Source: an optimization exercise on an open RTL-to-GDS flow (aim: small area, a short achievable clock period and few clock cycles). Production flows keep margins and buffers that such runs may drop. Only simulation tests tie the RTL to the original design; equivalence was not proved. Power is estimated from default activity; no workload was simulated.

Design btmp3_sensor_core, start of the top module:
module btmp3_sensor_core (
    input  wire        clk,
    input  wire        rst,         
    input  wire        cmd_valid,
    output wire        cmd_ready,
    input  wire [7:0]  cmd_op,
    input  wire [31:0] cmd_arg,
    input  wire [31:0] thresh0,
    input  wire [31:0] thresh1,
    output reg         rsp_valid,
    output reg  [7:0]  rsp_data
);
Size in the first run: roughly 830 flip-flops, about 120 I/O pins, ~31,000 um2 of cells after synthesis.
==> flow/config.mk <==
export PLATFORM = sky130hd
export DESIGN_NAME = btmp3_sensor_core
export DESIGN_NICKNAME = btmp3_sensor_core
export VERILOG_FILES = /design/flow/design.v
export SDC_FILE = /design/flow/constraint.sdc
export NUM_CORES = 4
export LEC_CHECK = 0
export CAP_MARGIN = 20
export CORE_MARGIN = 2
export CORE_UTILIZATION = 60
export CTS_BUF_LIST = sky130_fd_sc_hd__clkbuf_16
export CTS_CLUSTER_DIAMETER = 90
export CTS_CLUSTER_SIZE = 30
export SLEW_MARGIN = 20
==> flow/constraint.sdc <==
create_clock -name core_clock -period 30.0 [get_ports {clk}]
set_input_delay 6.0000 -clock core_clock [delete_from_list [all_inputs] [get_ports {clk}]]
set_output_delay 6.0000 -clock core_clock [all_outputs]
set_load 0.01 [all_outputs]
standard.sh (not shown) runs the stock make flow with config.mk's settings and CLKGATE_MAP_FILE= SYNTH_SCRIPT=/design/flow/synth_recipe.tcl, a recipe that flattens the netlist after the stock synthesis.
==> flow/flow/run.sh <==
#!/bin/bash
# The standard layout (standard.sh), with one change: the port buffers that
# global placement inserts are plain sky130_fd_sc_hd__buf_1 cells instead of
# the delay buffers it picks by default. Every port still gets its buffer.
# make's full output goes to layout.log; each ORFS step keeps its own log
# under orfs/logs/.
set -euo pipefail
bash standard.sh "BUFFER_PORTS_ARGS=-buffer_cell sky130_fd_sc_hd__buf_1" finish > layout.log 2>&1
The starting point completed without violations.
Testbench counts at the start, summed over its fixed seeds: cycles 24,016.
==> next run, changes <==
- CORE_UTILIZATION: 60 -> 75
The changed run ran to the end with no violations.
Worst setup slack improves by 14 ps.
Die area goes down by 20%.
Final area goes down by 0.82%.
Total power goes down by 2.0%.
Wire length goes up by 4.9%.

---

run 1:
btmp3_sensor_core, a different RTL version from the one above (not shown whole).
Size in the first run: roughly 860 flip-flops, roughly 120 I/O pins.
export LEC_CHECK = 0
export CAP_MARGIN = 20
export CORE_MARGIN = 2
export CORE_UTILIZATION = 60
export SLEW_MARGIN = 20
create_clock -name core_clock -period 30.0 [get_ports {clk}]
run.sh (not shown) runs the stock make flow with config.mk's settings and CLKGATE_MAP_FILE= SYNTH_SCRIPT=/design/flow/synth_recipe.tcl, a recipe that flattens the netlist after the stock synthesis.
Stock flow here: none of the scripts above is used.
Run 1 closes out successfully: all stages finished, all timing, DRC and antenna checks passed.
Testbench counts of run 1, summed over its fixed seeds: cycles 24,016.
Input-level comparison between run 2 and run 1:
- setting CTS_CLUSTER_SIZE to 30 for the first time
- setting CTS_CLUSTER_DIAMETER to 90 for the first time
- setting CTS_BUF_LIST to sky130_fd_sc_hd__clkbuf_16 for the first time
## What came out
- Comparing run 1 against run 2, there is no change at all in maximum fanout encountered on the critical timing path.
- In run 2 relative to run 1, wire length had gone down by a few percent.
- Diff run 1..run 2 | count of hold buffers inserted by post-cts repair | unchanged
- For share of the clock period used by the worst path, run 2 and run 1 come out practically identical.
### run 2 -> run 3
- CTS_CLUSTER_DIAMETER now 70, was 90
- CTS_CLUSTER_SIZE now 22, was 30
==> flow/flow/run.sh (new file) <==
#!/bin/bash
# The standard layout (standard.sh), with one change: the port buffers that
# global placement inserts are plain sky130_fd_sc_hd__buf_1 cells instead of
# the delay buffers it picks by default. Every port still gets its buffer.
# make's full output goes to layout.log; each ORFS step keeps its own log
# under orfs/logs/.
set -euo pipefail
bash standard.sh "BUFFER_PORTS_ARGS=-buffer_cell sky130_fd_sc_hd__buf_1" finish > layout.log 2>&1
==> flow/standard.sh (new file) <==
#!/bin/bash
# synth_recipe.tcl (not shown) runs the flow's synth.tcl, then flattens the netlist and writes it again
# the make line also repeats each setting of config.mk as NAME=value (left out here)
make -C /OpenROAD-flow-scripts/flow DESIGN_CONFIG=/design/flow/config.mk WORK_HOME=/design/flow/orfs CLKGATE_MAP_FILE= SYNTH_SCRIPT=/design/flow/synth_recipe.tcl "${@:-finish}"
removed: flow/run.sh
- Run 3 against run 2: arrival time at the worst endpoint lower, share of final layout cell area taken by non-clock buffers decreased 2.0 points, share of the clock period used by the worst path -1.2 points, delay of the slowest cell on the worst path decreased 180 ps, wire length reported by the detailed router up 670 um.
- Busiest layer in global routing: met1 -> run 2, met2 -> run 3
- Delta (run 3 minus run 2): fmax increased 6.8 MHz, slew at the pin closest to its max-slew limit fell by 130 ps, layout overhead on the synthesized area dropped 1.3 points.
- Run 2 consumes less power than run 3.
- For switching share of power, run 3 and run 2 come out practically identical.

## re-timing with driven ports
No port has a modelled driver above. Below, the same layouts with a new extraction and two added sets of constraints.
Step 1 (the two cells are an assumption about what drives the block):
set clk [get_ports {clk}]
set_driving_cell -lib_cell sky130_fd_sc_hd__clkbuf_16 $clk
set_driving_cell -lib_cell sky130_fd_sc_hd__buf_2 [delete_from_list [all_inputs] $clk]
Step 2 times the ports against the registers' clock, not the clock port: input delays grow and output delays shrink by t, the midpoint of the rising clock arrivals with the driver on.
a / b / c = ideal / step 1 / step 2; a / b = the first two.
| run | t (ns) | slack for setup (ns) | latest minus earliest clock arrival (ns) | worst register clock-pin slew, ns | pins driven straight from the clock port |
|---|---|---|---|---|---|
| the first run of note 1 | 0.635 | 22.834 / 22.773 / 23.004 | 0.026 / 0.026 | 0.11 / 0.11 | 1 |
| the second run of note 1 | 0.623 | 22.848 / 22.794 / 22.795 | 0.023 / 0.023 | 0.12 / 0.12 | 1 |
| run 1 | 0.683 | 22.497 / 22.436 / 22.937 | 0.019 / 0.018 | 0.06 / 0.06 | 1 |
| run 2 | 0.649 | 22.525 / 22.462 / 22.918 | 0.022 / 0.023 | 0.11 / 0.11 | 1 |
| run 3 | 0.665 | 22.888 / 22.829 / 23.264 | 0.028 / 0.028 | 0.09 / 0.09 | 1 |
After both steps setup and hold are still met in every run listed. For the second run of note 1, which loses most, drivers alone change the setup slack by -0.054 ns; drivers and shift together by -0.053 ns.
